Background: an optimization exercise with open tools, aiming at small area and a short achievable clock period. Do not read the settings as production practice.
RTL that was checked went through simulation tests only; none was proved equivalent to the original.
The RTL of runs 3 to 5 was laid out without a check of its function.
Power and IR drop assume default switching activity.

File: flow/design.v
module tiny_irpwm (
    input  wire        clk,
    input  wire        rst,
    input  wire        pwm_tick,
    input  wire        ir_tick,
    input  wire        ir_in,
    input  wire        h_sel,
    input  wire        h_we,
    input  wire [7:0]  h_addr,
    input  wire [31:0] h_wdata,
    output reg  [31:0] h_rdata,
    output wire [3:0]  ch_pin,
    output reg         tick_evt
);
    localparam integer CAP = 100;
    localparam [1:0] S_IDLE  = 2'd0;
    localparam [1:0] S_MARK  = 2'd1;
    localparam [1:0] S_SPACE = 2'd2;
    localparam [1:0] S_STOP  = 2'd3;
    reg [31:0] pwm_ticks;         
    reg        pwm_halt;
    reg [7:0]  pwm_level0, pwm_level1, pwm_level2, pwm_level3;
    reg [3:0]  pwm_pin;
    reg [1:0]  ir_state;
    reg [15:0] ir_timer;
    reg [6:0]  ir_rawlen;         
    reg [15:0] ir_rawbuf [0:CAP-1];
    wire host_wr = h_sel & h_we;
    wire [31:0] ticks_inc = pwm_ticks + 32'd1;
    wire        flip      = &pwm_ticks[6:0];
    wire        ph_n      = ticks_inc[7];
    wire [7:0]  cnt_n     = {1'b0, ticks_inc[6:0]};
    reg  [3:0]  pin_tk;
    always @* begin
        if (pwm_halt) begin
            pin_tk = 4'b0000;
        end else begin
            if (flip)
                pin_tk = ph_n ? 4'b1010 : 4'b0101;
            else
                pin_tk = pwm_pin;
            if (!ph_n && cnt_n >= pwm_level0) pin_tk[0] = 1'b0;
            if ( ph_n && cnt_n >= pwm_level1) pin_tk[1] = 1'b0;
            if (!ph_n && cnt_n >= pwm_level2) pin_tk[2] = 1'b0;
            if ( ph_n && cnt_n >= pwm_level3) pin_tk[3] = 1'b0;
        end
    end
    wire [31:0] ticks_t = pwm_tick ? ticks_inc : pwm_ticks;
    wire [3:0]  pin_t   = pwm_tick ? pin_tk    : pwm_pin;
    wire        tmax = &ir_timer;
    wire [15:0] t1   = tmax ? ir_timer : ir_timer + 16'd1;
    wire        lt100 = (ir_timer < 16'd99);      
    wire        gt100 = (ir_timer >= 16'd100);    
    wire        full  = (ir_rawlen == 7'd99);     
    wire        mark  = ~ir_in;
    reg         rec;
    reg  [1:0]  state_t;
    reg  [15:0] timer_t;
    reg  [6:0]  rawlen_t;
    always @* begin
        rec      = 1'b0;
        state_t  = ir_state;
        timer_t  = ir_timer;
        rawlen_t = ir_rawlen;
        if (ir_tick) begin
            case (ir_state)
                S_IDLE:  rec = mark & ~lt100;
                S_MARK:  rec = ~mark;
                S_SPACE: rec = mark;
                default: rec = 1'b0;
            endcase
            if (rec) begin
                timer_t  = 16'd0;
                rawlen_t = ir_rawlen + 7'd1;
                state_t  = full ? S_STOP : (mark ? S_MARK : S_SPACE);
            end else begin
                timer_t = (mark && (ir_state == S_IDLE || ir_state == S_STOP)) ? 16'd0 : t1;
                if (ir_state == S_SPACE && gt100)
                    state_t = S_STOP;
            end
        end
    end
    wire wr_ctrl  = host_wr && (h_addr == 8'h00);
    wire wr_level = host_wr && (h_addr[7:2] == 6'b000010);
    wire resume   = host_wr && (h_addr == 8'h11) && h_wdata[0]
                    && (state_t == S_STOP);
    always @(posedge clk) begin
        if (rst) begin
            pwm_ticks  <= 32'd0;
            pwm_halt   <= 1'b0;
            pwm_pin    <= 4'b0000;
            pwm_level0 <= 8'd0;
            pwm_level1 <= 8'd0;
            pwm_level2 <= 8'd0;
            pwm_level3 <= 8'd0;
            ir_state   <= S_IDLE;
            ir_timer   <= 16'd0;
            ir_rawlen  <= 7'd0;
            tick_evt   <= 1'b0;
        end else begin
            pwm_ticks <= ticks_t;
            tick_evt  <= pwm_tick;
            if (wr_ctrl)
                pwm_halt <= h_wdata[0];
            pwm_pin <= (wr_ctrl && h_wdata[0]) ? 4'b0000 : pin_t;
            if (wr_level && h_addr[1:0] == 2'd0) pwm_level0 <= h_wdata[7:0];
            if (wr_level && h_addr[1:0] == 2'd1) pwm_level1 <= h_wdata[7:0];
            if (wr_level && h_addr[1:0] == 2'd2) pwm_level2 <= h_wdata[7:0];
            if (wr_level && h_addr[1:0] == 2'd3) pwm_level3 <= h_wdata[7:0];
            ir_timer <= timer_t;
            if (resume) begin
                ir_state  <= S_IDLE;
                ir_rawlen <= 7'd0;
            end else begin
                ir_state  <= state_t;
                ir_rawlen <= rawlen_t;
            end
        end
    end
    always @(posedge clk) begin
        if (!rst && rec)
            ir_rawbuf[ir_rawlen] <= t1;
    end
    wire [6:0]  rd_k = h_addr[6:0];
    wire [15:0] rd_mem = (rd_k < CAP) ? ir_rawbuf[rd_k] : 16'd0;
    wire        byp    = rec && (ir_rawlen == rd_k);
    wire [15:0] rd_buf = byp ? t1 : rd_mem;
    reg  [31:0] rd_reg;
    always @* begin
        case (h_addr[6:0])
            7'h00:   rd_reg = {31'd0, pwm_halt};
            7'h01:   rd_reg = {31'd0, ticks_t[7]};
            7'h02:   rd_reg = {25'd0, ticks_t[6:0]};
            7'h03:   rd_reg = ticks_t;
            7'h04:   rd_reg = {28'd0, pin_t};
            7'h08:   rd_reg = {24'd0, pwm_level0};
            7'h09:   rd_reg = {24'd0, pwm_level1};
            7'h0A:   rd_reg = {24'd0, pwm_level2};
            7'h0B:   rd_reg = {24'd0, pwm_level3};
            7'h10:   rd_reg = {30'd0, state_t};
            7'h12:   rd_reg = {16'd0, timer_t};
            7'h13:   rd_reg = {25'd0, rawlen_t};
            default: rd_reg = 32'd0;
        endcase
    end
    always @* begin
        if (h_addr[7])
            h_rdata = {16'd0, rd_buf};
        else
            h_rdata = rd_reg;
    end
    assign ch_pin = pwm_pin;
endmodule
File: flow/run.sh
#!/bin/bash
# synth_recipe.tcl (not shown) runs the flow's synth.tcl, then flattens the netlist and writes it again
# the make line also repeats each setting of config.mk as NAME=value (left out here)
make -C /OpenROAD-flow-scripts/flow DESIGN_CONFIG=/design/flow/config.mk WORK_HOME=/design/flow/orfs CLKGATE_MAP_FILE= SYNTH_SCRIPT=/design/flow/synth_recipe.tcl finish
File: flow/config.mk
export PLATFORM = sky130hd
export DESIGN_NAME = tiny_irpwm
export DESIGN_NICKNAME = tiny_irpwm
export VERILOG_FILES = /design/flow/design.v
export SDC_FILE = /design/flow/constraint.sdc
export NUM_CORES = 4
export LEC_CHECK = 0
export CAP_MARGIN = 20
export CORE_MARGIN = 2
export CORE_UTILIZATION = 40
export SETUP_SLACK_MARGIN = 3.8
export SLEW_MARGIN = 20
File: flow/constraint.sdc
create_clock -name core_clock -period 8.5 [get_ports {clk}]
set_input_delay 1.7000 -clock core_clock [delete_from_list [all_inputs] [get_ports {clk}]]
set_output_delay 1.7000 -clock core_clock [all_outputs]
set_load 0.01 [all_outputs]
==> summary.txt, run 1 <==
Outcome
  – Run status: finished clean

Layout
  – Post-layout instance area: 81,800 sq um
  – Final layout net count: 3,908
  – Fill cell total of the finished layout: 13,600
  – Fraction of final layout cells sized beyond drive strength 1: 35.1%
  – Area Growth Syn to Fin: 21.0%

Global routing
  – Number of global-route vias before repair: 35,800
  – Largest net degree at the start of global routing: 102
  – Total global routing track utilization: 21.7%
  – Global-route wire length before repair: 268,000 um
  – Antenna violations before repair: 7
  – Total overflow reported by the global router: 0

Synthesis
  – Mean instance size in the synthesized netlist: 19.8 sq um
  – Fraction of registers with async set/reset: 0%
  – Top cell types by occurrence after synthesis: sky130_fd_sc_hd__edfxtp_1 (1,600), sky130_fd_sc_hd__mux4_2 (436), sky130_fd_sc_hd__nor2_1 (251)
  – Portion of synthesized cell area occupied by the leading cell type: 71.0%
  – Distinct cells, synth: 80
  – Top FF cell, synth: sky130_fd_sc_hd__edfxtp_1
  – Area contributors post-synth: sky130_fd_sc_hd__edfxtp_1 (71%), sky130_fd_sc_hd__mux4_2 (15%), sky130_fd_sc_hd__dfxtp_1 (2.8%), sky130_fd_sc_hd__nor2_1 (1.4%), sky130_fd_sc_hd__a22oi_1 (1.1%)
  – Cell accounting for the most synthesized area: sky130_fd_sc_hd__edfxtp_1
  – Cell with the most instances after synthesis: sky130_fd_sc_hd__edfxtp_1
  – Synthesis warning total: 1
  – Number of enable flip-flop cells after synthesis: 1,600
  – Total nets after synthesis: 3,494
  – Cell area after synthesis: 67,600 sq um
  – Synth Instances: 3,411
  – Flip-flop and latch count after synthesis: 1,695
  – Portion of the post-synthesis area used by sequential elements: 73.9%

Clock network
  – Inserted Clock Buffers: 168
  – Clock Path Buffers: 3
  – Clock tree from TritonCTS: built
  – Skew-Pair Late Insertion Delay: 0.82 ns
  – Clock-pin slew reported for the worst setup and hold paths after clock tree synthesis: 0.06 ns
  – Clock sinks: 1,695
  – Deepest level of the CTS H-tree: 4
  – Clock root buffer: sky130_fd_sc_hd__clkbuf_16

STA
  – Setup skew after layout: 0.0410 ns
  – Final-layout setup total negative slack: 0 ns
  – Final worst-path cycle share: 70.8%
  – Slew Viols, Final: 0
  – Least-Margin Pin Slew: 1.08 ns
  – Maximum frequency from static timing analysis: 166 MHz
  – Final Hold Violating Endpoints: 0
  – Setup repair after global routing missed its margin: true
  – Worst slew slack as a fraction of its limit: 28.2%
  – Final worst path period need: 6.01 ns
  – Final setup violation count: 0

Route
  – Number of design rule violations left after detail routing: 0
  – Vias per inst: 5.89
  – Per-cell routed wire length: 30.6 um
  – Overall routed net length: 189,000 um
  – Total vias in the final route: 36,300
  – DRT iter0 DRCs: 4,204
  – Detail Route Antenna Nets: 0
  – DRT Pass-1 Iters: 6

Power
  – Power density over the cells: 212 nW/um^2
  – Final Total Pwr: 17,400 uW
  – LEAKAGE: 0.0270 uW
  – Peak ir drop on the vdd network: 0.000144 V

Floorplanning
  – Area of the core region: 168,000 sq um
  – Die height: 415 um
  – Die ar.: 172,000 sq um
  – Initial core utilization: 40.4%
  – IO Pins: 84
  – Rows: 150
  – Chip Width: 415 um

Worst setup path
  – Reg2Reg Depth: 7
  – Setup Crit Path Kind: in -> out
  – Capture point of the worst reg-to-reg path: ir_rawbuf[22][7]
  – Worst-case register-to-register setup slack: 4.81 ns
  – Reg-to-Reg Start: ir_timer[5]
  – Data arrival time of the critical path: 4.31 ns
  – Required time at the worst-slack endpoint: 6.80 ns
  – Critical Path Start Type: input port
  – Endpoint type of the worst setup path: output pin
  – Worst Path Max Fanout: 12

Job
  – Max cap viols: 0

Min path
  – Hold depth: 2
  – Type of the worst min-delay path: reg -> reg
  – Startpoint of the worst hold path: pwm_level3[6]
  – Worst Hold Path EP: pwm_level3[6]

Placed design
  – Port buffer count: 59
  – Routability Congestion: 0.895
  – HPWL after DPL: 109,000 um
  – Total placed instance area: 72,100 sq um
## layer usage
layer | global-route usage (%) | up-vias | part of all wire [%] | wire length, um
met3 | 4.01 | 292 | 8.1 | 15300
met1 | 30.7 | 19400 | 41 | 78400
met4 | 7.03 | 2 | 3.3 | 6300
met2 | 34.2 | 1646 | 47 | 89000
li1 | - | 15000 | - | -
met5 | 0 | - | 0.0063 | 12
## final cells by class
| class | instances | area [sq um] | share of cell area, % |
|---|---|---|---|
| Clock inverter | 105 | 1070 | 1.31 |
| Inverter | 42 | 164 | 0.200 |
| Timing Repair Buffer | 426 | 5040 | 6.17 |
| Tap cell | 2204 | 2760 | 3.37 |
| Multi-Input combinational cell | 1492 | 18400 | 22.5 |
| Sequential cell | 1695 | 50000 | 61.1 |
| Antenna cell | 1 | 2.50 | 0.00306 |
| Clock buffer | 203 | 4420 | 5.40 |
## through the flow
step	hold slack (ns)	worst slack, ns	instances	util [%]
after floorplan	0.477	3.13	3411	-
after global placement	0.500	1.15	5679	43.0
after detailed placement	0.511	1.16	5679	43.0
after CTS	0.530	2.48	6140	48.4
after global routing	0.538	2.49	6167	48.8
final	0.523	2.49	6168	48.8
## critical path, cell delays in order
cell and delay, ns:
sky130_fd_sc_hd__buf_4 0.25, sky130_fd_sc_hd__nor3b_4 0.39, sky130_fd_sc_hd__nand2_1 0.27, sky130_fd_sc_hd__nor3_4 0.37
sky130_fd_sc_hd__a32oi_1 0.16, sky130_fd_sc_hd__o211ai_1 0.22, sky130_fd_sc_hd__a21oi_1 0.13, sky130_fd_sc_hd__o211ai_1 0.54
sky130_fd_sc_hd__buf_2 0.24
## what timing repair did
| item | in CTS | in global routing |
|---|---|---|
| setup buffers | 128 | 21 |
| gates cloned | 25 | 4 |
| setup endpoints to repair | 32 | 32 |
| resized for setup | 493 | 98 |
| pin swaps | 79 | 53 |
| hold buffers | 0 | 0 |
## where the power goes
group | leakage [uW] | total (uW) | switching [uW] | internal, uW
combinational | 0.00814 | 872 | 476 | 397
sequential | 0.0162 | 9010 | 3.38 | 9000
clock | 0.00269 | 7480 | 3160 | 4310
## how the worst max path moves through the flow
stage / to / start
after global placement: h_rdata[10] / h_addr[0]
after floorplan: h_rdata[13] / h_addr[0]
after detailed placement: h_rdata[13] / ir_tick
after CTS: h_rdata[5] / h_addr[3]
final: h_rdata[4] / h_addr[4]
after global routing: h_rdata[3] / h_addr[0]
## kinds of logic (layout without fill, tap and decap cells)
logic type,Yosys count,count (layout),synth area share (%)
buffers and inverters,228,776,1.83
multiplexers,492,493,15.4
flip-flops,1695,1695,73.9
XOR/XNOR,58,58,0.751
AND/OR/NAND/NOR,581,583,4.11
AO/OA/AOI/OAI,321,322,3.44
other,0,1,0
adder cells (fa/ha/maj),36,36,0.666
## cells in the final DEF (no fill, tap or decap), drive strengths merged, types with 13 or more instances in the layout
cell / n
bufinv: 20
and3: 19
a221oi: 16
a22o: 14
nand3: 77
nor3: 23
ha: 36
a22oi: 103
dfxtp: 95
nand2: 77
buf: 395
a21oi: 53
mux4: 436
nor2b: 33
or2: 19
xor2: 31
edfxtp: 1600
mux2i: 52
inv: 47
xnor2: 27
o21ai: 31
nor2: 255
or3: 13
clkdlybuf4s50: 15
clkbuf: 205
nand4: 17
clkinv: 75
## flip-flops by register name, summed over array words and instances (netlist names)
| name | count |
|---|---|
| ir_rawbuf | 1600 |
| pwm_ticks | 32 |
| ir_timer | 16 |
| pwm_level0 | 8 |
| pwm_level1 | 8 |
| pwm_level2 | 8 |
| pwm_level3 | 8 |
| ir_rawlen | 7 |
| pwm_pin | 4 |
| ir_state | 2 |
| pwm_halt | 1 |
| tick_evt | 1 |
==> inputs of run 2 (changes only) <==
--- a/flow/config.mk
+++ b/flow/config.mk
@@ -10,3 +10,2 @@
 export CORE_UTILIZATION = 40
-export SETUP_SLACK_MARGIN = 3.8
 export SLEW_MARGIN = 20
==> run 2 against run 1 <==
Still clean on timing, DRC and antenna. Die area unchanged. Wire length down 8.0%. Area after synthesis unchanged. First-iteration DRC count down 8.5%. Cell area down 5.3%. Clock skew down 0.0010 ns. Final cell count down 2.6%. Hold slack better by 0.0031 ns. Count of clock-buffer cells in the layout up 18. Sequential share of layout area up 3.4 points. Via count down 4.1%. Critical path type unchanged. Largest power group unchanged.
==> summary.txt, run 2 <==
Placed design
  – Routability Congestion: 0.911 (+1.8%)
  – Port buffer count: 59 (unchanged)
  – Worst Setup Slack post-DPL: 1.05 ns (-0.110 ns)
  – HPWL after DPL: 106,000 um (-2.4%)

STA
  – Final setup violation count: 0 (unchanged)
  – Setup repair after global routing missed its margin: false
  – Final worst path period need: 7.52 ns (+1.51 ns)
  – Slew Viols, Final: 0 (unchanged)
  – Smallest setup slack after layout: 0.977 ns (-1.51 ns)
  – Least-Margin Pin Slew: 1.12 ns (+0.0424 ns)
  – Worst hold slack after final layout: 0.526 ns (+0.00312 ns)
  – Worst slew slack as a fraction of its limit: 25.1% (-3.1 points)
  – Final worst-path cycle share: 88.5% (+18 points)
  – Maximum frequency from static timing analysis: 133 MHz (-20%)
  – Setup skew after layout: 0.0400 ns (-0.00100 ns)
  – Final Hold Violating Endpoints: 0 (unchanged)
  – Final-layout setup total negative slack: 0 ns (unchanged)

Layout
  – Number of flip-flops under the largest register name: 1,600 (unchanged)
  – Area Growth Syn to Fin: 14.6%
  – Register with the highest flop count: ir_rawbuf
  – Commonest cells after routing, fill and taps aside: sky130_fd_sc_hd__edfxtp_1 (1,600), sky130_fd_sc_hd__mux4_2 (436), sky130_fd_sc_hd__nor2_1 (210), sky130_fd_sc_hd__buf_4 (185), sky130_fd_sc_hd__clkbuf_16 (176)
  – Fraction of final layout cells sized beyond drive strength 1: 25.7% (-9.4 points)
  – Top Registers: ir_rawbuf (1600), pwm_ticks (32), ir_timer (16)
  – Fill cell total of the finished layout: 14,000 (+2.9%)
  – Area used by multi-input combinational logic: 16,800 sq um (-8.6%)
  – Most common cell after layout, fill and taps aside: sky130_fd_sc_hd__edfxtp_1
  – Post-layout util: 46.2% (-2.6 points)
  – Sequential cell area: 49,900 sq um (about the same)
  – Final layout net count: 3,741 (-4.3%)

Global routing
  – Number of global-route vias before repair: 34,200 (-4.4%)
  – Antenna violations before repair: 3 (-4)
  – Total global routing track utilization: 20.1% (-1.6 points)
  – Global-route wire length before repair: 250,000 um (-6.4%)
  – Largest net degree at the start of global routing: 104 (+2.0%)
  – Total overflow reported by the global router: 0 (unchanged)

Floorplanning
  – Die height: 415 um (unchanged)
  – Chip Width: 415 um (unchanged)
  – Die ar.: 172,000 sq um (unchanged)
  – Area of the core region: 168,000 sq um (unchanged)
  – IO Pins: 84 (unchanged)
  – Initial core utilization: 40.4% (unchanged)
  – Rows: 150 (unchanged)

Route
  – Total vias in the final route: 34,800 (-4.1%)
  – Vias per inst: 5.79 (-1.6%)
  – Overall routed net length: 174,000 um (-8.0%)
  – DRT iter0 DRCs: 3,845 (-8.5%)
  – DRT Pass-1 Iters: 6 (unchanged)
  – Number of design rule violations left after detail routing: 0 (unchanged)
  – Per-cell routed wire length: 28.9 um (-5.5%)
  – Detail Route Antenna Nets: 0 (unchanged)

Worst setup path
  – Worst Path Max Fanout: 18 (+6)
  – Critical Path Start Type: input port
  – Endpoint type of the worst setup path: output pin
  – Data arrival time of the critical path: 5.82 ns (+1.51 ns)
  – Required time at the worst-slack endpoint: 6.80 ns (about the same)
  – Biggest cell delay along the critical path: 0.68 ns (+0.14 ns)
  – Worst-case register-to-register setup slack: 4.40 ns (-0.41 ns)
  – Cell at the slowest stage of the critical path: sky130_fd_sc_hd__clkdlybuf4s50_1
  – Worst-path cell chain: clkdlybuf4s50_1 -> and4bb_2 -> nor3b_2 -> a211oi_4 -> buf_4 -> o21a_1 -> and3_1 -> o221ai_1 -> o221ai_1 -> clkdlybuf4s50_1
  – Setup Crit Path Kind: in -> out

Min path
  – Type of the worst min-delay path: reg -> reg

Synthesis
  – Compound-gate portion of the synthesized area: 3.44% (unchanged)
  – Cell with the most instances after synthesis: sky130_fd_sc_hd__edfxtp_1
  – Top cell types by occurrence after synthesis: sky130_fd_sc_hd__edfxtp_1 (1,600), sky130_fd_sc_hd__mux4_2 (436), sky130_fd_sc_hd__nor2_1 (251)
  – Synth Area in Simple Gates: 4.11% (unchanged)
  – Flip-flop and latch count after synthesis: 1,695 (unchanged)
  – Portion of synthesized cell area occupied by the leading cell type: 71.0% (unchanged)
  – Area contributors post-synth: sky130_fd_sc_hd__edfxtp_1 (71%), sky130_fd_sc_hd__mux4_2 (15%), sky130_fd_sc_hd__dfxtp_1 (2.8%), sky130_fd_sc_hd__nor2_1 (1.4%), sky130_fd_sc_hd__a22oi_1 (1.1%)
  – Total nets after synthesis: 3,494 (unchanged)
  – Number of enable flip-flop cells after synthesis: 1,600 (unchanged)
  – Xor/xnor cell area share of the yosys netlist: 0.751% (unchanged)
  – Fraction of registers with async set/reset: 0% (unchanged)
  – Mean instance size in the synthesized netlist: 19.8 sq um (unchanged)
  – Fraction of the mapped netlist area in adder cells: 0.666% (unchanged)
  – Synth Instances: 3,411 (unchanged)
  – Top FF cell, synth: sky130_fd_sc_hd__edfxtp_1
  – Dominant combinational cell family by area after synthesis: multiplexers
  – Distinct cells, synth: 80 (unchanged)
  – Mux contribution to synthesized area: 15.4% (unchanged)
  – Portion of the post-synthesis area used by sequential elements: 73.9% (unchanged)
  – Cell accounting for the most synthesized area: sky130_fd_sc_hd__edfxtp_1
  – Cell area after synthesis: 67,600 sq um (unchanged)
  – Synthesis warning total: 1 (unchanged)

Clock network
  – Clock Path Buffers: 3 (unchanged)
  – Deepest level of the CTS H-tree: 4 (unchanged)
  – Clock tree from TritonCTS: built
  – Clock root buffer: sky130_fd_sc_hd__clkbuf_16
  – Inserted Clock Buffers: 171 (+1.8%)
  – Setup fix buffers added after clock tree synthesis: 0 (-100%)
  – PostCTS Resize Cnt: 0 (-100%)
  – Clock-pin slew reported for the worst setup and hold paths after clock tree synthesis: 0.05 ns (about the same)
  – Skew-Pair Late Insertion Delay: 0.81 ns (about the same)
  – Hold buffer count at cts: 0 (unchanged)
  – Clock sinks: 1,695 (unchanged)

Power
  – Peak ir drop on the vdd network: 0.000225 V (+57%)
  – Power density over the cells: 220 nW/um^2 (+3.9%)
  – LEAKAGE: 0.0252 uW (-6.7%)

Job
  – Max cap viols: 0 (unchanged)

Outcome
  – Run status: finished clean
run 2: power by group:
group | switching, uW | internal (uW)
Clock | 3160 | 4260
Sequential | 2.85 | 9010
Combinational | 390 | 262
run 2: critical path: cells and delay by family:
family          cells  cell delay (ns)
compound gates      4             1.52
buf+inv             3             1.62
simple gates        3             0.97
run 2: worst paths after layout:
check	start	end	cells after the start
min	pwm_ticks[31]	pwm_ticks[31]	2
max reg2reg	ir_timer[0]	ir_rawbuf[5][10]	7
max	ir_tick	h_rdata[13]	10
min reg2reg	pwm_ticks[31]	pwm_ticks[31]	2
run 2: metal layers:
| layer | GRT usage [%] | share of wire (%) |
|---|---|---|
| met5 | 0 | 0.0052 |
| met1 | 28.4 | 42 |
| met2 | 32.1 | 48 |
| met4 | 6.12 | 2.9 |
| met3 | 3.18 | 7.2 |
run 2: logic make-up after synthesis:
family                   count (synthesis)
multiplexers                           492
AO/OA/AOI/OAI                          321
buffers and inverters                  228
flip-flops                            1695
AND/OR/NAND/NOR                        581
adder cells (fa/ha/maj)                 36
XOR/XNOR                                58
run 2: layout make-up:
type | count | area share, %
Timing Repair Buffer | 260 | 2.95
Sequential cell | 1695 | 64.4
Multi-Input combinational cell | 1488 | 21.7
Clock buffer | 221 | 5.94
Tap cell | 2204 | 3.56
Inverter | 42 | 0.203
Clock inverter | 98 | 1.21
Antenna cell | 2 | 0.00646
run 2: per-stage QoR:
step	total power, uW	area (sq um)	instances
after floorplan	9590	67600	3411
after global placement	9840	71900	5685
after detailed placement	9840	71900	5687
after CTS	17200	77400	6006
after global routing	17600	77500	6008
final	17100	77500	6010
==> inputs of run 3 (changes only) <==
--- a/flow/design.v
+++ b/flow/design.v
@@ -124,3 +124,13 @@
     wire [6:0]  rd_k = h_addr[6:0];
-    wire [15:0] rd_mem = (rd_k < CAP) ? ir_rawbuf[rd_k] : 16'd0;
+    wire [3:0]  dec_a = 4'd1 << rd_k[1:0];
+    wire [3:0]  dec_b = 4'd1 << rd_k[3:2];
+    wire [7:0]  dec_c = 8'd1 << rd_k[6:4];
+    reg  [15:0] rd_mem;
+    integer     e;
+    always @* begin
+        rd_mem = 16'd0;
+        for (e = 0; e < CAP; e = e + 1)
+            if (dec_a[e % 4] && dec_b[(e / 4) % 4] && dec_c[e / 16])
+                rd_mem = rd_mem | ir_rawbuf[e];
+    end
     wire        byp    = rec && (ir_rawlen == rd_k);
--- a/flow/config.mk
+++ b/flow/config.mk
@@ -10,2 +10,6 @@
 export CORE_UTILIZATION = 40
+export CTS_BUF_LIST = sky130_fd_sc_hd__clkbuf_8
+export CTS_CLUSTER_DIAMETER = 50
+export CTS_CLUSTER_SIZE = 18
+export SETUP_SLACK_MARGIN = 3.8
 export SLEW_MARGIN = 20
==> run 3 against run 2 <==
Non-clock buffer count grew 518. Critical path depth rose by 4. Sequential share of layout area is 3.1 points lower. Utilization is 3.9 points higher. Combinational power is 19% higher. Die area is 3.7% lower. Wire length rose by 95%. Sequential power about the same. Highest routed layer unchanged.
==> summary.txt, run 3 <==
Outcome
  – Run status: finished clean

STA
  – Final worst path period need: 6.99 ns (-0.532 ns)
  – Setup repair after global routing missed its margin: true
  – Worst hold slack after final layout: 0.479 ns (-0.0473 ns)
  – Final setup violation count: 0 (unchanged)
  – Least-Margin Pin Slew: 1.29 ns (+0.167 ns)
  – Final Hold Violating Endpoints: 0 (unchanged)
  – Slew Viols, Final: 0 (unchanged)
  – Final worst-path cycle share: 82.2% (-6.3 points)
  – Setup skew after layout: 0.0789 ns (+0.0389 ns)
  – Final-layout setup total negative slack: 0 ns (unchanged)
  – Maximum frequency from static timing analysis: 143 MHz (+7.6%)
  – Worst slew slack as a fraction of its limit: 14.1% (-11 points)

Route
  – Detail Route Antenna Nets: 0 (unchanged)
  – DRT Pass-1 Iters: 10 (+4)
  – DRT iter0 DRCs: 11,800 (+210%)
  – Number of design rule violations left after detail routing: 0 (unchanged)
  – Total vias in the final route: 50,800 (+46%)
  – Per-cell routed wire length: 47.7 um (+65%)
  – Overall routed net length: 339,000 um (+95%)
  – Vias per inst: 7.15 (+23%)

Clock network
  – Skew-Pair Late Insertion Delay: 0.99 ns (+0.18 ns)
  – Deepest level of the CTS H-tree: 4 (unchanged)
  – Clock tree from TritonCTS: built
  – Inserted Clock Buffers: 145 (-15%)
  – Clock root buffer: sky130_fd_sc_hd__clkbuf_8
  – Clock Path Buffers: 3 (unchanged)
  – Clock-pin slew reported for the worst setup and hold paths after clock tree synthesis: 0.07 ns (+0.02 ns)
  – Clock sinks: 1,695 (unchanged)

Synthesis
  – Portion of synthesized cell area occupied by the leading cell type: 73.8% (+2.7 points)
  – Top cell types by occurrence after synthesis: sky130_fd_sc_hd__edfxtp_1 (1,600), sky130_fd_sc_hd__a22oi_1 (522), sky130_fd_sc_hd__nor2_1 (321)
  – Distinct cells, synth: 88 (+10%)
  – Cell accounting for the most synthesized area: sky130_fd_sc_hd__edfxtp_1
  – Synth Instances: 4,095 (+20%)
  – Cell with the most instances after synthesis: sky130_fd_sc_hd__edfxtp_1
  – Portion of the post-synthesis area used by sequential elements: 76.7% (+2.8 points)
  – Cell area after synthesis: 65,100 sq um (-3.7%)
  – Synthesis warning total: 1 (unchanged)
  – Flip-flop and latch count after synthesis: 1,695 (unchanged)
  – Area contributors post-synth: sky130_fd_sc_hd__edfxtp_1 (74%), sky130_fd_sc_hd__a22oi_1 (6.0%), sky130_fd_sc_hd__dfxtp_1 (2.9%), sky130_fd_sc_hd__nor2_1 (1.8%), sky130_fd_sc_hd__nand2_1 (1.2%)
  – Fraction of registers with async set/reset: 0% (unchanged)
  – Mean instance size in the synthesized netlist: 15.9 sq um (-20%)
  – Total nets after synthesis: 4,178 (+20%)
  – Number of enable flip-flop cells after synthesis: 1,600 (unchanged)
  – Top FF cell, synth: sky130_fd_sc_hd__edfxtp_1

Power
  – Power density over the cells: 184 nW/um^2 (-17%)
  – LEAKAGE: 0.0279 uW (+11%)
  – Peak ir drop on the vdd network: 0.000178 V (-21%)

Floorplanning
  – Rows: 148 (-1.3%)
  – Area of the core region: 162,000 sq um (-3.2%)
  – Die ar.: 166,000 sq um (-3.7%)
  – Die height: 408 um (-1.8%)
  – Chip Width: 408 um (-1.8%)
  – Initial core utilization: 40.2% (-0.20 points)
  – IO Pins: 84 (unchanged)

Global routing
  – Largest net degree at the start of global routing: 92 (-12%)
  – Number of global-route vias before repair: 44,300 (+30%)
  – Total global routing track utilization: 39.2% (+19 points)
  – Total overflow reported by the global router: 0 (unchanged)
  – Global-route wire length before repair: 428,000 um (+71%)
  – Antenna violations before repair: 34 (+31)

Min path
  – Startpoint of the worst hold path: pwm_level3[4]
  – Type of the worst min-delay path: reg -> reg
  – Hold depth: 2 (unchanged)
  – Worst Hold Path EP: pwm_level3[4]

Worst setup path
  – Data arrival time of the critical path: 5.29 ns (-0.53 ns)
  – Worst-case register-to-register setup slack: 4.02 ns (-0.38 ns)
  – Critical Path Start Type: input port
  – Endpoint type of the worst setup path: output pin
  – Reg2Reg Depth: 6 (-1)
  – Reg-to-Reg Start: ir_timer[0]
  – Capture point of the worst reg-to-reg path: ir_rawbuf[28][9]
  – Setup Crit Path Kind: in -> out
  – Worst Path Max Fanout: 6 (-12)
  – Required time at the worst-slack endpoint: 6.80 ns (about the same)

Layout
  – Commonest cells after routing, fill and taps aside: sky130_fd_sc_hd__edfxtp_1 (1,600), sky130_fd_sc_hd__buf_4 (504), sky130_fd_sc_hd__a22oi_1 (489), sky130_fd_sc_hd__nand2_1 (199), sky130_fd_sc_hd__nor2_1 (155)
  – Final layout net count: 4,877 (+30%)
  – Top Registers: ir_rawbuf (1600), pwm_ticks (32), ir_timer (16)
  – Number of flip-flops under the largest register name: 1,600 (unchanged)
  – Fraction of final layout cells sized beyond drive strength 1: 30.3% (+4.6 points)
  – Area Growth Syn to Fin: 24.9%
  – Most common cell after layout, fill and taps aside: sky130_fd_sc_hd__edfxtp_1
  – Post-layout instance area: 81,400 sq um (+5.0%)
  – Register with the highest flop count: ir_rawbuf

Placed design
  – HPWL after DPL: 210,000 um (+98%)
  – Total placed instance area: 72,600 sq um (+1.0%)
  – Routability Congestion: 1.10 (+20%)
  – Port buffer count: 59 (unchanged)

Job
  – Max cap viols: 0 (unchanged)
-- run 3: worst max-delay path, stage by stage --
cell and delay [ns]:
sky130_fd_sc_hd__buf_16 0.15, sky130_fd_sc_hd__buf_12 0.14, sky130_fd_sc_hd__buf_12 0.10, sky130_fd_sc_hd__nand4b_1 0.25
sky130_fd_sc_hd__buf_6 0.24, sky130_fd_sc_hd__nor2_1 0.14, sky130_fd_sc_hd__buf_4 0.22, sky130_fd_sc_hd__a22oi_2 0.17
sky130_fd_sc_hd__and3_4 0.22, sky130_fd_sc_hd__nand4_1 0.36, sky130_fd_sc_hd__nor4_4 0.91, sky130_fd_sc_hd__a31o_1 0.34
sky130_fd_sc_hd__o311ai_2 0.14, sky130_fd_sc_hd__buf_2 0.18
-- run 3: cells by family after synthesis --
| family | share of synthesized area [%] |
|---|---|
| fa+ha+maj | 0.691 |
| xor+xnor | 0.780 |
| simple gates | 7.38 |
| buf+inv | 1.78 |
| compound gates | 12.3 |
| flops | 76.7 |
| mux | 0.390 |
-- run 3: final cells by class --
class / count / area [sq um]
inverter: 39 / 160
tap: 2175 / 2720
timing repair buffer: 778 / 8090
fill: 13500 / 80800
multi-input combinational: 2135 / 17300
sequential: 1695 / 49900
clock buffer: 146 / 2010
antenna: 33 / 82.6
clock inverter: 109 / 1060
-- run 3: routing by layer --
layer / wire (um) / vias to the layer above / global-route usage [%]
li1: - / 18200 / -
met1: 110000 / 25400 / 47.7
met2: 133000 / 5881 / 52.9
met3: 65100 / 1359 / 21.3
met4: 30000 / 30 / 26.4
met5: 752 / - / 1.15
-- run 3: worst max path at each step --
stage | end | slack (ns) | from | cells after the start
final | h_rdata[3] | 1.51 | h_addr[2] | 14
after detailed placement | h_rdata[15] | 0.19 | h_addr[4] | 13
after global placement | h_rdata[15] | 0.21 | h_addr[4] | 13
after floorplan | h_rdata[9] | 3.17 | h_addr[4] | 10
after CTS | h_rdata[15] | 1.87 | h_addr[2] | 13
after global routing | h_rdata[3] | 1.75 | h_addr[2] | 14
-- run 3: stage by stage --
step / setup slack (ns) / power [uW] / utilization (%) / std cells
after floorplan: 3.17 / 9440 / - / 4095
after global placement: 0.212 / 9760 / 44.7 / 6555
after detailed placement: 0.185 / 9760 / 44.8 / 6561
after CTS: 1.87 / 14800 / 49.2 / 6993
after global routing: 1.75 / 15200 / 50.1 / 7086
final: 1.51 / 15000 / 50.2 / 7110
-- run 3: timing repair --
| action | in CTS | in global routing |
|---|---|---|
| gates cloned | 14 | 9 |
| hold buffers | 0 | 0 |
| setup endpoints to repair | 52 | 61 |
| resized for setup | 544 | 157 |
| buffers inserted | 163 | 70 |
| pin swaps | 132 | 103 |
-- run 3: where the power goes --
part	internal [uW]	switching, uW	leakage [uW]	total, uW
clock	2030	3130	0.00155	5160
combinational	265	508	0.00946	773
sequential	9010	7.45	0.0169	9020
total	11300	3640	0.0279	15000
==> inputs of run 4 (changes only) <==
--- a/flow/design.v
+++ b/flow/design.v
@@ -123,15 +123,48 @@
     end
-    wire [6:0]  rd_k = h_addr[6:0];
-    wire [3:0]  dec_a = 4'd1 << rd_k[1:0];
-    wire [3:0]  dec_b = 4'd1 << rd_k[3:2];
-    wire [7:0]  dec_c = 8'd1 << rd_k[6:4];
-    reg  [15:0] rd_mem;
-    integer     e;
-    always @* begin
-        rd_mem = 16'd0;
-        for (e = 0; e < CAP; e = e + 1)
-            if (dec_a[e % 4] && dec_b[(e / 4) % 4] && dec_c[e / 16])
-                rd_mem = rd_mem | ir_rawbuf[e];
-    end
-    wire        byp    = rec && (ir_rawlen == rd_k);
+    wire [7:0]  a = h_addr;
+    wire [3:0] dl, dm;
+    wire [6:0] dh;
+    genvar gi, gb;
+    generate
+        for (gi = 0; gi < 4; gi = gi + 1) begin : g_pre
+            assign dl[gi] = (a[1:0] == gi);
+            assign dm[gi] = (a[3:2] == gi);
+        end
+        for (gi = 0; gi < 7; gi = gi + 1) begin : g_preh
+            assign dh[gi] = a[7] & (a[6:4] == gi);
+        end
+    endgenerate
+    wire [CAP-1:0] sel;
+    generate
+        for (gi = 0; gi < CAP; gi = gi + 1) begin : g_sel
+            irp_and3 u_sel (.a(dl[gi % 4]), .b(dm[(gi / 4) % 4]), .c(dh[gi / 16]),
+                            .y(sel[gi]));
+        end
+    endgenerate
+    wire [15:0] rd_mem;
+    generate
+        for (gb = 0; gb < 16; gb = gb + 1) begin : g_bit
+            wire [33:0] t;
+            wire [8:0]  u;
+            wire [2:0]  v;
+            for (gi = 0; gi < 33; gi = gi + 1) begin : g_t
+                irp_aoi222 u_t (
+                    .a1(sel[3*gi]),   .a2(ir_rawbuf[3*gi][gb]),
+                    .b1(sel[3*gi+1]), .b2(ir_rawbuf[3*gi+1][gb]),
+                    .c1(sel[3*gi+2]), .c2(ir_rawbuf[3*gi+2][gb]),
+                    .y(t[gi]));
+            end
+            irp_nand2 u_t33 (.a(sel[99]), .b(ir_rawbuf[99][gb]), .y(t[33]));
+            for (gi = 0; gi < 8; gi = gi + 1) begin : g_u
+                irp_nand4 u_u (.a(t[4*gi]), .b(t[4*gi+1]), .c(t[4*gi+2]), .d(t[4*gi+3]),
+                               .y(u[gi]));
+            end
+            irp_nand2 u_u8 (.a(t[32]), .b(t[33]), .y(u[8]));
+            for (gi = 0; gi < 3; gi = gi + 1) begin : g_v
+                irp_nor3 u_v (.a(u[3*gi]), .b(u[3*gi+1]), .c(u[3*gi+2]), .y(v[gi]));
+            end
+            irp_nand3 u_w (.a(v[0]), .b(v[1]), .c(v[2]), .y(rd_mem[gb]));
+        end
+    endgenerate
+    wire        byp    = a[7] && rec && (ir_rawlen == a[6:0]);
     wire [15:0] rd_buf = byp ? t1 : rd_mem;
@@ -139,15 +172,15 @@
     always @* begin
-        case (h_addr[6:0])
-            7'h00:   rd_reg = {31'd0, pwm_halt};
-            7'h01:   rd_reg = {31'd0, ticks_t[7]};
-            7'h02:   rd_reg = {25'd0, ticks_t[6:0]};
-            7'h03:   rd_reg = ticks_t;
-            7'h04:   rd_reg = {28'd0, pin_t};
-            7'h08:   rd_reg = {24'd0, pwm_level0};
-            7'h09:   rd_reg = {24'd0, pwm_level1};
-            7'h0A:   rd_reg = {24'd0, pwm_level2};
-            7'h0B:   rd_reg = {24'd0, pwm_level3};
-            7'h10:   rd_reg = {30'd0, state_t};
-            7'h12:   rd_reg = {16'd0, timer_t};
-            7'h13:   rd_reg = {25'd0, rawlen_t};
+        case (a)
+            8'h00:   rd_reg = {31'd0, pwm_halt};
+            8'h01:   rd_reg = {31'd0, ticks_t[7]};
+            8'h02:   rd_reg = {25'd0, ticks_t[6:0]};
+            8'h03:   rd_reg = ticks_t;
+            8'h04:   rd_reg = {28'd0, pin_t};
+            8'h08:   rd_reg = {24'd0, pwm_level0};
+            8'h09:   rd_reg = {24'd0, pwm_level1};
+            8'h0A:   rd_reg = {24'd0, pwm_level2};
+            8'h0B:   rd_reg = {24'd0, pwm_level3};
+            8'h10:   rd_reg = {30'd0, state_t};
+            8'h12:   rd_reg = {16'd0, timer_t};
+            8'h13:   rd_reg = {25'd0, rawlen_t};
             default: rd_reg = 32'd0;
@@ -156,6 +189,3 @@
     always @* begin
-        if (h_addr[7])
-            h_rdata = {16'd0, rd_buf};
-        else
-            h_rdata = rd_reg;
+        h_rdata = rd_reg | {16'd0, rd_buf};
     end
@@ -163 +193,20 @@
 endmodule
+module irp_and3 (input wire a, input wire b, input wire c, output wire y);
+    assign y = a & b & c;
+endmodule
+module irp_aoi222 (input wire a1, input wire a2, input wire b1, input wire b2,
+                   input wire c1, input wire c2, output wire y);
+    assign y = ~((a1 & a2) | (b1 & b2) | (c1 & c2));
+endmodule
+module irp_nand2 (input wire a, input wire b, output wire y);
+    assign y = ~(a & b);
+endmodule
+module irp_nand3 (input wire a, input wire b, input wire c, output wire y);
+    assign y = ~(a & b & c);
+endmodule
+module irp_nand4 (input wire a, input wire b, input wire c, input wire d, output wire y);
+    assign y = ~(a & b & c & d);
+endmodule
+module irp_nor3 (input wire a, input wire b, input wire c, output wire y);
+    assign y = ~(a | b | c);
+endmodule
--- a/flow/config.mk
+++ b/flow/config.mk
@@ -15 +15,3 @@
 export SLEW_MARGIN = 20
+export SYNTH_HIERARCHICAL = 1
+export SYNTH_MINIMUM_KEEP_SIZE = 0
==> run 4 against run 3 <==
Synthesized cell count decreased by 18%. Combinational power decreased by 55%. Via count decreased by 27%. Clock power decreased by 3%. Utilization decreased by 3.4 points. Wire length decreased by 47%. Critical path depth decreased by 1. Power decreased by 3.9%. Sequential power about the same. Cell area decreased by 11%. Global-route usage decreased by 17 points. Worst setup slack improved by 0.23 ns. Critical endpoint is now h_rdata[1]. Largest cell class unchanged. Largest power group unchanged.
==> summary.txt, run 4 <==
Power
  – Portion of total power attributed to sequential cells: 62.8% (+2.5 points)
  – LEAKAGE: 0.0241 uW (-14%)
  – Final Total Pwr: 14,400 uW (-3.9%)
  – Proportion of total power due to net switching: 22.1% (-2.3 points)
  – P_sw: 3180 uW (-13%)
  – Peak ir drop on the vdd network: 0.000169 V (-4.8%)
  – Power density over the cells: 199 nW/um^2 (+8.3%)
  – Internal power: 11,200 uW (-0.99%)
  – Portion of total power attributed to combinational logic: 2.4% (-2.8 points)
  – Clock group share of total power: 34.8% (+0.3 points)

Worst setup path
  – Worst-path cell chain: buf_8 -> nor2b_4 -> buf_12 -> buf_6 -> and3_4 -> a222oi_1 -> nand4_1 -> nor3_4 -> nand3_2 -> a221o_1 -> a221oi_2 -> o211ai_1 -> buf_2
  – Endpoint type of the worst setup path: output pin
  – Setup Crit Path Kind: in -> out
  – Biggest cell delay along the critical path: 0.55 ns (-0.36 ns)
  – Critical Path Start Type: input port
  – Data arrival time of the critical path: 5.06 ns (-0.23 ns)
  – Worst Path Max Fanout: 8 (+2)
  – Required time at the worst-slack endpoint: 6.80 ns (about the same)
  – Cell at the slowest stage of the critical path: sky130_fd_sc_hd__a222oi_1

Global routing
  – Antenna violations before repair: 13 (-62%)
  – Number of global-route vias before repair: 35,000 (-21%)
  – Largest net degree at the start of global routing: 103 (+12%)
  – Total overflow reported by the global router: 0 (unchanged)
  – Total global routing track utilization: 22.1% (-17 points)
  – Global-route wire length before repair: 252,000 um (-41%)

Clock network
  – Clock root buffer: sky130_fd_sc_hd__clkbuf_8
  – Clock-pin slew reported for the worst setup and hold paths after clock tree synthesis: 0.10 ns (+0.03 ns)
  – Clock Path Buffers: 3 (unchanged)
  – Skew-Pair Late Insertion Delay: 0.91 ns (-0.08 ns)
  – Clock tree from TritonCTS: built
  – Clock sinks: 1,695 (unchanged)
  – Hold buffer count at cts: 0 (unchanged)
  – Deepest level of the CTS H-tree: 4 (unchanged)
  – Inserted Clock Buffers: 145 (unchanged)

Synthesis
  – Top FF cell, synth: sky130_fd_sc_hd__edfxtp_1
  – Dominant combinational cell family by area after synthesis: compound AO/OA/AOI/OAI gates
  – Xor/xnor cell area share of the yosys netlist: 0.830% (+0.050 points)
  – Synth Instances: 3,355 (-18%)
  – Cell accounting for the most synthesized area: sky130_fd_sc_hd__edfxtp_1
  – Synthesis warning total: 7 (+6)
  – Number of enable flip-flop cells after synthesis: 1,600 (unchanged)
  – Fraction of registers with async set/reset: 0% (unchanged)
  – Flip-flop and latch count after synthesis: 1,695 (unchanged)
  – Cell area after synthesis: 62,300 sq um (-4.4%)
  – Fraction of the mapped netlist area in adder cells: 0.723% (+0.032 points)
  – Portion of the post-synthesis area used by sequential elements: 80.2% (+3.5 points)
  – Cell with the most instances after synthesis: sky130_fd_sc_hd__edfxtp_1
  – Portion of synthesized cell area occupied by the leading cell type: 77.1% (+3.4 points)
  – Compound-gate portion of the synthesized area: 9.91% (-2.4 points)
  – Distinct cells, synth: 76 (-14%)
  – Total nets after synthesis: 3,438 (-18%)
  – Top cell types by occurrence after synthesis: sky130_fd_sc_hd__edfxtp_1 (1,600), sky130_fd_sc_hd__a222oi_1 (528), sky130_fd_sc_hd__nor2_1 (246)
  – Mean instance size in the synthesized netlist: 18.6 sq um (+17%)
  – Synth Area in Simple Gates: 6.82% (-0.56 points)
  – Area contributors post-synth: sky130_fd_sc_hd__edfxtp_1 (77%), sky130_fd_sc_hd__a222oi_1 (8.5%), sky130_fd_sc_hd__dfxtp_1 (3.1%), sky130_fd_sc_hd__nand4_1 (1.5%), sky130_fd_sc_hd__nor2_1 (1.5%)
  – Mux contribution to synthesized area: 0.878% (+0.49 points)

STA
  – Setup skew after layout: 0.0521 ns (-0.0268 ns)
  – Slew Viols, Final: 0 (unchanged)
  – Least-Margin Pin Slew: 1.15 ns (-0.135 ns)
  – Final Hold Violating Endpoints: 0 (unchanged)
  – Final worst path period need: 6.76 ns (-0.228 ns)
  – Final setup violation count: 0 (unchanged)
  – Final-layout setup total negative slack: 0 ns (unchanged)
  – Setup repair after global routing missed its margin: true
  – Maximum frequency from static timing analysis: 148 MHz (+3.4%)
  – Worst slew slack as a fraction of its limit: 23.3% (+9.2 points)
  – Final worst-path cycle share: 79.6% (-2.7 points)
  – Smallest setup slack after layout: 1.74 ns (+0.228 ns)

Outcome
  – Run status: finished clean

Route
  – DRT iter0 DRCs: 6,372 (-46%)
  – Per-cell routed wire length: 29.8 um (-37%)
  – Vias per inst: 6.20 (-13%)
  – Overall routed net length: 178,000 um (-47%)
  – Total vias in the final route: 37,000 (-27%)
  – Number of design rule violations left after detail routing: 0 (unchanged)
  – Detail Route Antenna Nets: 0 (unchanged)
  – DRT Pass-1 Iters: 12 (+2)

Placed design
  – Number of placed cells counting well taps: 5,576 (-15%)
  – HPWL after DPL: 104,000 um (-50%)
  – Worst Setup Slack post-DPL: 0.420 ns (+0.235 ns)
  – Routability Congestion: 0.915 (-16%)
  – Total placed instance area: 67,000 sq um (-7.7%)
  – Port buffer count: 59 (unchanged)

Layout
  – Fill cell total of the finished layout: 12,900 (-4.3%)
  – Area Growth Syn to Fin: 15.9%
  – Final cell count without fillers: 5,977 (-16%)
  – Post-layout instance area: 72,200 sq um (-11%)
  – Number of flip-flops under the largest register name: 1,600 (unchanged)
  – Most common cell after layout, fill and taps aside: sky130_fd_sc_hd__edfxtp_1
  – Commonest cells after routing, fill and taps aside: sky130_fd_sc_hd__edfxtp_1 (1,600), sky130_fd_sc_hd__a222oi_1 (528), sky130_fd_sc_hd__buf_4 (253), sky130_fd_sc_hd__nor2_1 (232), sky130_fd_sc_hd__clkbuf_8 (151)
  – Final layout net count: 3,903 (-20%)
  – Top Registers: ir_rawbuf (1600), pwm_ticks (32), ir_timer (16)
  – Register with the highest flop count: ir_rawbuf
  – Fraction of final layout cells sized beyond drive strength 1: 20.9% (-9.4 points)

Floorplanning
  – Area of the core region: 154,000 sq um (-4.8%)
  – Die height: 399 um (-2.2%)
  – Initial core utilization: 40.3% (+0.18 points)
  – Die ar.: 159,000 sq um (-4.3%)
  – Rows: 144 (-2.7%)
  – Chip Width: 399 um (-2.2%)
  – IO Pins: 84 (unchanged)

Min path
  – Type of the worst min-delay path: reg -> reg

Job
  – Max cap viols: 0 (unchanged)
[run 4: changes by cell type in the layout (fill, tap and decap cells not counted), moves of 59 or more]
cell,delta
sky130_fd_sc_hd__and3_4,+71
sky130_fd_sc_hd__nand4_1,+95
sky130_fd_sc_hd__nor2_1,+77
sky130_fd_sc_hd__buf_6,-59
sky130_fd_sc_hd__nand2_1,-104
sky130_fd_sc_hd__a222oi_1,+463
sky130_fd_sc_hd__nor2_4,-69
sky130_fd_sc_hd__buf_12,-67
sky130_fd_sc_hd__a22o_1,-68
sky130_fd_sc_hd__nor2_2,-82
sky130_fd_sc_hd__buf_4,-251
sky130_fd_sc_hd__a22oi_1,-472
[run 4: power by group through the flow]
stage,clock [uW],sequential [uW],combinational [uW]
4_1_cts,5110,9020,332
5_1_grt,5380,9020,356
6_report,5010,9020,345
3_5_place_dp,0,9210,279
3_3_place_gp,0,9210,278
2_1_floorplan,0,9210,138
[run 4: critical path, delay by kind of cell]
kind                   cells  cell delay (ns)
AOI/OAI and AO/OA          4             1.45
and+or+nand+nor            5             1.18
buffers and inverters      4             0.70
[run 4: final timing paths]
path	start	to	slack [ns]	depth (start not counted)
max reg2reg	ir_timer[0]	ir_rawbuf[47][7]	4.40	7
min	pwm_ticks[31]	pwm_ticks[31]	0.53	2
min reg2reg	pwm_ticks[31]	pwm_ticks[31]	0.53	2
max	h_addr[2]	h_rdata[1]	1.74	13
[run 4: layout make-up]
type                       count  area (sq um)  area share (%)
clock buffer                 151          2080            2.88
inverter                      39           150           0.208
tap                         2044          2560            3.54
antenna                        3          7.51          0.0104
sequential                  1695         49900            69.2
multi-input combinational   1579         13100            18.2
timing repair buffer         360          3250            4.50
clock inverter               106          1070            1.48
[run 4: logic make-up after synthesis]
family          Yosys count
flops                  1695
simple gates            783
xor+xnor                 59
fa+ha+maj                36
mux                      45
buf+inv                  94
compound gates          643
[run 4: repair_timing]
item                                    4_1_cts  5_1_grt
endpoints found under the setup margin       32       48
resized for setup                           295       17
pin swaps                                   228       60
cloned                                       15        0
endpoints found under the hold margin         0        0
buffers inserted                            121        4
[run 4: per-layer routing]
metal	track usage, %	part of all wire [%]
met5	0	0.033
met4	7.56	3.3
met3	5.91	11
met2	33.9	46
met1	30.4	39
[run 4: through the flow]
step | util (%) | hold slack (ns)
final | 46.8 | 0.527
after global routing | 46.8 | 0.567
after CTS | 46.7 | 0.533
after detailed placement | 43.4 | 0.509
after global placement | 43.4 | 0.499
after floorplan | - | 0.469
[run 4: modules after synthesis, one instance, submodules excluded]
module | cell area [sq um] | cells inside | times used
irp_and3 | 6.26 | 1 | 100
irp_nor3 | 10.0 | 1 | 48
tiny_irpwm | 54900 | 2503 | 1
irp_nand4 | 6.26 | 1 | 128
irp_nand2 | 3.75 | 1 | 32
irp_aoi222 | 10.0 | 1 | 528
irp_nand3 | 5.00 | 1 | 16
==> inputs of run 5 (changes only) <==
--- a/flow/design.v
+++ b/flow/design.v
@@ -26,3 +26,3 @@
     reg [6:0]  ir_rawlen;         
-    reg [15:0] ir_rawbuf [0:CAP-1];
+    reg [15:0] ir_rawbuf_n [0:CAP-1];   
     wire host_wr = h_sel & h_we;
@@ -121,3 +121,3 @@
         if (!rst && rec)
-            ir_rawbuf[ir_rawlen] <= t1;
+            ir_rawbuf_n[ir_rawlen] <= ~t1;
     end
@@ -136,36 +136,41 @@
     endgenerate
-    wire [CAP-1:0] sel;
+    wire [15:0] dlm;
+    generate
+        for (gi = 0; gi < 16; gi = gi + 1) begin : g_dlm
+            irp_and2 u_dlm (.a(dl[gi % 4]), .b(dm[gi / 4]), .y(dlm[gi]));
+        end
+    endgenerate
+    wire [CAP-1:0] sel_n;
     generate
         for (gi = 0; gi < CAP; gi = gi + 1) begin : g_sel
-            irp_and3 u_sel (.a(dl[gi % 4]), .b(dm[(gi / 4) % 4]), .c(dh[gi / 16]),
-                            .y(sel[gi]));
-        end
-    endgenerate
-    wire [15:0] rd_mem;
+            irp_nand2 u_sel (.a(dlm[gi % 16]), .b(dh[gi / 16]), .y(sel_n[gi]));
+        end
+    endgenerate
+    wire        byp = a[7] && rec && (ir_rawlen == a[6:0]);
+    wire [15:0] rd_mem_n;      
     generate
         for (gb = 0; gb < 16; gb = gb + 1) begin : g_bit
-            wire [33:0] t;
-            wire [8:0]  u;
-            wire [2:0]  v;
-            for (gi = 0; gi < 33; gi = gi + 1) begin : g_t
-                irp_aoi222 u_t (
-                    .a1(sel[3*gi]),   .a2(ir_rawbuf[3*gi][gb]),
-                    .b1(sel[3*gi+1]), .b2(ir_rawbuf[3*gi+1][gb]),
-                    .c1(sel[3*gi+2]), .c2(ir_rawbuf[3*gi+2][gb]),
-                    .y(t[gi]));
+            wire [12:0] u;
+            wire [3:0]  h;
+            for (gi = 0; gi < 12; gi = gi + 1) begin : g_u
+                irp_ao8n u_u (
+                    .s_n(sel_n[8*gi+7:8*gi]),
+                    .d_n({ir_rawbuf_n[8*gi+7][gb], ir_rawbuf_n[8*gi+6][gb],
+                          ir_rawbuf_n[8*gi+5][gb], ir_rawbuf_n[8*gi+4][gb],
+                          ir_rawbuf_n[8*gi+3][gb], ir_rawbuf_n[8*gi+2][gb],
+                          ir_rawbuf_n[8*gi+1][gb], ir_rawbuf_n[8*gi][gb]}),
+                    .y(u[gi]));
             end
-            irp_nand2 u_t33 (.a(sel[99]), .b(ir_rawbuf[99][gb]), .y(t[33]));
-            for (gi = 0; gi < 8; gi = gi + 1) begin : g_u
-                irp_nand4 u_u (.a(t[4*gi]), .b(t[4*gi+1]), .c(t[4*gi+2]), .d(t[4*gi+3]),
-                               .y(u[gi]));
-            end
-            irp_nand2 u_u8 (.a(t[32]), .b(t[33]), .y(u[8]));
-            for (gi = 0; gi < 3; gi = gi + 1) begin : g_v
-                irp_nor3 u_v (.a(u[3*gi]), .b(u[3*gi+1]), .c(u[3*gi+2]), .y(v[gi]));
-            end
-            irp_nand3 u_w (.a(v[0]), .b(v[1]), .c(v[2]), .y(rd_mem[gb]));
-        end
-    endgenerate
-    wire        byp    = a[7] && rec && (ir_rawlen == a[6:0]);
-    wire [15:0] rd_buf = byp ? t1 : rd_mem;
+            irp_ao4n u_u12 (
+                .s_n(sel_n[99:96]),
+                .d_n({ir_rawbuf_n[99][gb], ir_rawbuf_n[98][gb],
+                      ir_rawbuf_n[97][gb], ir_rawbuf_n[96][gb]}),
+                .y(u[12]));
+            irp_nand4 u_h0 (.a(u[0]), .b(u[1]), .c(u[2]),  .d(u[3]),  .y(h[0]));
+            irp_nand4 u_h1 (.a(u[4]), .b(u[5]), .c(u[6]),  .d(u[7]),  .y(h[1]));
+            irp_nand4 u_h2 (.a(u[8]), .b(u[9]), .c(u[10]), .d(u[11]), .y(h[2]));
+            irp_inv   u_h3 (.a(u[12]), .y(h[3]));
+            irp_nor4  u_m  (.a(h[0]), .b(h[1]), .c(h[2]), .d(h[3]), .y(rd_mem_n[gb]));
+        end
+    endgenerate
     reg  [31:0] rd_reg;
@@ -188,4 +193,11 @@
     end
-    always @* begin
-        h_rdata = rd_reg | {16'd0, rd_buf};
+    wire [15:0] rd_oth_n = ~(rd_reg[15:0] | ({16{byp}} & t1));
+    wire [15:0] rd_lo;
+    generate
+        for (gb = 0; gb < 16; gb = gb + 1) begin : g_out
+            irp_oai21 u_o (.a1(rd_mem_n[gb]), .a2(byp), .b1(rd_oth_n[gb]), .y(rd_lo[gb]));
+        end
+    endgenerate
+    always @* begin
+        h_rdata = {rd_reg[31:16], rd_lo};
     end
@@ -193,8 +205,13 @@
 endmodule
-module irp_and3 (input wire a, input wire b, input wire c, output wire y);
-    assign y = a & b & c;
-endmodule
-module irp_aoi222 (input wire a1, input wire a2, input wire b1, input wire b2,
-                   input wire c1, input wire c2, output wire y);
-    assign y = ~((a1 & a2) | (b1 & b2) | (c1 & c2));
+module irp_ao8n (input wire [7:0] s_n, input wire [7:0] d_n, output wire y);
+    assign y = ~|(~s_n & ~d_n);
+endmodule
+module irp_ao4n (input wire [3:0] s_n, input wire [3:0] d_n, output wire y);
+    assign y = ~|(~s_n & ~d_n);
+endmodule
+module irp_and2 (input wire a, input wire b, output wire y);
+    assign y = a & b;
+endmodule
+module irp_inv (input wire a, output wire y);
+    assign y = ~a;
 endmodule
@@ -203,5 +220,2 @@
 endmodule
-module irp_nand3 (input wire a, input wire b, input wire c, output wire y);
-    assign y = ~(a & b & c);
-endmodule
 module irp_nand4 (input wire a, input wire b, input wire c, input wire d, output wire y);
@@ -209,4 +223,7 @@
 endmodule
-module irp_nor3 (input wire a, input wire b, input wire c, output wire y);
-    assign y = ~(a | b | c);
-endmodule
+module irp_nor4 (input wire a, input wire b, input wire c, input wire d, output wire y);
+    assign y = ~(a | b | c | d);
+endmodule
+module irp_oai21 (input wire a1, input wire a2, input wire b1, output wire y);
+    assign y = ~((a1 | a2) & b1);
+endmodule
==> run 5 against run 4 <==
Highest routed layer unchanged. Cell area rose by 6.0%. Via count rose by 3.2%. Critical path depth rose by 1. Clock skew fell by 0.011 ns. Still clean. Register-to-register slack improved by 0.19 ns.
==> summary.txt, run 5 <==
Synthesis
  – Synthesis warning total: 7 (unchanged)
  – Distinct cells, synth: 80 (+5.3%)
  – Number of enable flip-flop cells after synthesis: 1,600 (unchanged)
  – Total nets after synthesis: 3,793 (+10%)
  – Synth Instances: 3,710 (+11%)
  – Area contributors post-synth: sky130_fd_sc_hd__edfxtp_1 (76%), sky130_fd_sc_hd__o22ai_1 (8.0%), sky130_fd_sc_hd__nor4_2 (4.2%), sky130_fd_sc_hd__dfxtp_1 (3.0%), sky130_fd_sc_hd__nor2_1 (1.5%)
  – Cell with the most instances after synthesis: sky130_fd_sc_hd__edfxtp_1
  – Portion of synthesized cell area occupied by the leading cell type: 75.8% (-1.4 points)
  – Top FF cell, synth: sky130_fd_sc_hd__edfxtp_1
  – Flip-flop and latch count after synthesis: 1,695 (unchanged)
  – Mean instance size in the synthesized netlist: 17.1 sq um (-7.9%)
  – Portion of the post-synthesis area used by sequential elements: 78.8% (-1.4 points)
  – Top cell types by occurrence after synthesis: sky130_fd_sc_hd__edfxtp_1 (1,600), sky130_fd_sc_hd__o22ai_1 (806), sky130_fd_sc_hd__nor2_1 (248)
  – Cell area after synthesis: 63,400 sq um (+1.8%)
  – Fraction of registers with async set/reset: 0% (unchanged)
  – Cell accounting for the most synthesized area: sky130_fd_sc_hd__edfxtp_1

Global routing
  – Number of global-route vias before repair: 36,100 (+3.1%)
  – Antenna violations before repair: 3 (-10)
  – Total overflow reported by the global router: 0 (unchanged)
  – Global-route wire length before repair: 257,000 um (+1.8%)
  – Total global routing track utilization: 21.8% (-0.23 points)
  – Largest net degree at the start of global routing: 103 (unchanged)

Layout
  – Final layout net count: 4,384 (+12%)
  – Area Growth Syn to Fin: 20.6%
  – Register with the highest flop count: ir_rawbuf_n
  – Post-layout util: 48.5% (+1.7 points)
  – Top Registers: ir_rawbuf_n (1600), pwm_ticks (32), ir_timer (16)
  – Number of flip-flops under the largest register name: 1,600 (unchanged)
  – Commonest cells after routing, fill and taps aside: sky130_fd_sc_hd__edfxtp_1 (1,600), sky130_fd_sc_hd__o22ai_1 (756), sky130_fd_sc_hd__buf_4 (297), sky130_fd_sc_hd__nor2_1 (221), sky130_fd_sc_hd__clkbuf_8 (139)
  – Most common cell after layout, fill and taps aside: sky130_fd_sc_hd__edfxtp_1
  – Final cell count without fillers: 6,473 (+8.3%)
  – Fraction of final layout cells sized beyond drive strength 1: 27.0% (+6.1 points)

Outcome
  – Run status: finished clean

Worst setup path
  – Worst Path Max Fanout: 5 (-3)
  – Critical Path Start Type: input port
  – Reg2Reg Depth: 6 (-1)
  – Endpoint type of the worst setup path: output pin
  – Data arrival time of the critical path: 4.56 ns (-0.50 ns)
  – Required time at the worst-slack endpoint: 6.80 ns (about the same)
  – Reg-to-Reg Start: ir_timer[10]
  – Worst-case register-to-register setup slack: 4.59 ns (+0.19 ns)
  – Capture point of the worst reg-to-reg path: ir_rawbuf_n[48][8]
  – Setup Crit Path Kind: in -> out

STA
  – Worst hold slack after final layout: 0.474 ns (-0.0528 ns)
  – Final worst-path cycle share: 73.6% (-6.0 points)
  – Slew Viols, Final: 0 (unchanged)
  – Maximum frequency from static timing analysis: 160 MHz (+8.1%)
  – Final Hold Violating Endpoints: 0 (unchanged)
  – Final-layout setup total negative slack: 0 ns (unchanged)
  – Setup repair after global routing missed its margin: true
  – Least-Margin Pin Slew: 1.08 ns (-0.0713 ns)
  – Final worst path period need: 6.26 ns (-0.506 ns)
  – Setup skew after layout: 0.0415 ns (-0.0106 ns)
  – Worst slew slack as a fraction of its limit: 27.7% (+4.4 points)
  – Final setup violation count: 0 (unchanged)
  – Smallest setup slack after layout: 2.24 ns (+0.506 ns)

Min path
  – Type of the worst min-delay path: reg -> reg
  – Worst Hold Path EP: pwm_level0[2]
  – Startpoint of the worst hold path: pwm_level0[2]
  – Hold depth: 2 (unchanged)

Clock network
  – Skew-Pair Late Insertion Delay: 0.93 ns (+0.02 ns)
  – Clock tree from TritonCTS: built
  – Inserted Clock Buffers: 137 (-5.5%)
  – Clock-pin slew reported for the worst setup and hold paths after clock tree synthesis: 0.08 ns (-0.02 ns)
  – Clock Path Buffers: 3 (unchanged)
  – Clock sinks: 1,695 (unchanged)
  – Clock root buffer: sky130_fd_sc_hd__clkbuf_8
  – Hold buffer count at cts: 0 (unchanged)
  – Deepest level of the CTS H-tree: 4 (unchanged)

Power
  – Peak ir drop on the vdd network: 0.000187 V (+10%)
  – Power density over the cells: 186 nW/um^2 (-6.8%)
  – LEAKAGE: 0.0200 uW (-17%)

Route
  – DRT Pass-1 Iters: 7 (-5)
  – Overall routed net length: 183,000 um (+2.4%)
  – Per-cell routed wire length: 28.2 um (-5.4%)
  – Detail Route Antenna Nets: 0 (unchanged)
  – DRT iter0 DRCs: 4,764 (-25%)
  – Number of design rule violations left after detail routing: 0 (unchanged)
  – Total vias in the final route: 38,200 (+3.2%)
  – Vias per inst: 5.91 (-4.7%)

Floorplanning
  – IO Pins: 84 (unchanged)
  – Area of the core region: 158,000 sq um (+2.2%)
  – Rows: 146 (+1.4%)
  – Die ar.: 162,000 sq um (+1.8%)
  – Initial core utilization: 40.2% (-0.15 points)
  – Chip Width: 402 um (+0.90%)
  – Die height: 402 um (+0.90%)

Job
  – Max cap viols: 0 (unchanged)

Placed design
  – Port buffer count: 59 (unchanged)
  – Worst Setup Slack post-DPL: 0.608 ns (+0.188 ns)
  – HPWL after DPL: 107,000 um (+2.8%)
  – Number of placed cells counting well taps: 5,993 (+7.5%)
  – Routability Congestion: 0.874 (-4.5%)
[run 5: changes by cell type after synthesis, moves of 14 or more]
cell                       change
sky130_fd_sc_hd__o22ai_1     +805
sky130_fd_sc_hd__a222oi_1    -524
sky130_fd_sc_hd__nor4_2      +208
sky130_fd_sc_hd__and3_1      -101
sky130_fd_sc_hd__nand4_1      -83
sky130_fd_sc_hd__nand2_1      +69
sky130_fd_sc_hd__nor3_2       -46
sky130_fd_sc_hd__nand3_1      -19
sky130_fd_sc_hd__o21ai_0      -18
sky130_fd_sc_hd__inv_1        +17
sky130_fd_sc_hd__and2_1       +14
[run 5: per-stage QoR]
stage | total power, uW | area, sq um
after detailed placement | 9420 | 68300
after CTS | 14300 | 75000
final | 14200 | 76500
after global placement | 9420 | 68200
after global routing | 14600 | 76500
after floorplan | 9320 | 63700
[run 5: worst max-delay path: stages]
cell                      delay (ns)
sky130_fd_sc_hd__buf_12         0.11
sky130_fd_sc_hd__buf_12         0.13
sky130_fd_sc_hd__nand2_8        0.08
sky130_fd_sc_hd__inv_8          0.04
sky130_fd_sc_hd__and2_4         0.18
sky130_fd_sc_hd__buf_12         0.16
sky130_fd_sc_hd__nand2_8        0.11
sky130_fd_sc_hd__buf_4          0.12
sky130_fd_sc_hd__o22ai_1        0.09
sky130_fd_sc_hd__nor4_2         0.51
sky130_fd_sc_hd__nand4_1        0.49
sky130_fd_sc_hd__nor4_4         0.53
sky130_fd_sc_hd__o21ai_2        0.13
sky130_fd_sc_hd__buf_2          0.16
[run 5: layout make-up]
class	count	area, sq um
multi-input combinational	1917	15600
tap	2072	2590
antenna	2	5.00
clock inverter	98	1050
clock buffer	139	1910
fill	13100	81300
sequential	1695	50000
timing repair buffer	493	5090
inverter	57	239
[run 5: logic make-up after synthesis]
kind of cell	count (synthesis)	synth area share, %
AOI/OAI and AO/OA	925	9.33
xor gates and xnor gates	61	0.842
adders and majority gates	36	0.710
buffers and inverters	107	0.683
DFF	1695	78.8
muxes	38	0.767
and+or+nand+nor	848	8.92
[run 5: how the worst max path moves through the flow]
stage                     startpoint     endpoint  slack [ns]  depth (start not counted)
final                      h_addr[0]   h_rdata[7]        2.24                         14
after global routing       h_addr[6]   h_rdata[0]        2.27                         13
after CTS                  h_addr[6]   h_rdata[3]        2.36                         14
after detailed placement   h_addr[0]  h_rdata[11]        0.61                         10
after global placement     h_addr[0]  h_rdata[11]        0.60                         10
after floorplan            h_addr[1]   h_rdata[0]        3.30                          9
[run 5: where the power goes]
| part | leakage [uW] | internal (uW) | switching [uW] | total, uW |
|---|---|---|---|---|
| Clock | 0.00150 | 2010 | 2870 | 4880 |
| Combinational | 0.00751 | 102 | 193 | 295 |
| Sequential | 0.0110 | 9010 | 6.64 | 9020 |
| Total | 0.0200 | 11100 | 3070 | 14200 |
[run 5: layer usage]
metal | routed length [um] | global-route usage, %
met2 | 82900 | 33.0
met4 | 7140 | 8.66
met5 | 7 | 0
met3 | 15800 | 4.36
met1 | 76800 | 31.1
[run 5: what timing repair did]
action | CTS | global route
endpoints found under the setup margin | 50 | 32
pin swaps | 198 | 126
gates cloned | 14 | 6
setup buffers | 151 | 69
gates resized for setup | 655 | 150
[run 5: modules after synthesis, one instance, submodules excluded, excerpt]
| module | cell area [sq um] | flops+latches | copies in the design | cells |
|---|---|---|---|---|
| irp_and2 | 6.26 | 0 | 16 | 1 |
| irp_ao4n | 16.3 | 0 | 16 | 3 |
| irp_ao8n | 37.5 | 0 | 192 | 5 |
| irp_inv | 3.75 | 0 | 16 | 1 |
| irp_nor4 | 12.5 | 0 | 16 | 1 |
| irp_oai21 | 5.00 | 0 | 16 | 1 |

[separate check: timing with driven ports]
In the flow no input, the clock included, has a driving cell. The finished layouts below were timed again as built, in two steps.
Step 1: set_driving_cell puts a clkbuf_16 on clk and a buf_2 on each other input, an assumption about the parent block.
Step 2 also shifts input and output timing later by t, the mid clock arrival at the registers, as if the neighbouring blocks saw the same clock.
Slacks: ideal ports / drivers / drivers and shift; pairs: ideal ports / drivers.
run | shift t [ns] | setup WS [ns] | worst data-port slew with drivers (ns) | cell pins on the clock port's net
run 1 | 0.879 | 2.486 / 2.010 / 2.010 | 0.58 | 1
run 2 | 0.879 | 0.977 / 0.921 / 0.921 | 0.07 | 1
run 3 | 1.043 | 1.509 / 1.417 / 1.417 | 0.24 | 1
run 4 | 0.968 | 1.737 / 1.585 / 1.585 | 0.18 | 1
run 5 | 0.982 | 2.242 / 2.156 / 2.156 | 0.17 | 1
After both steps setup and hold are still met in every run listed. The setup slack of run 1, which loses most, moves by -0.476 ns with the drivers and by -0.476 ns with both steps.
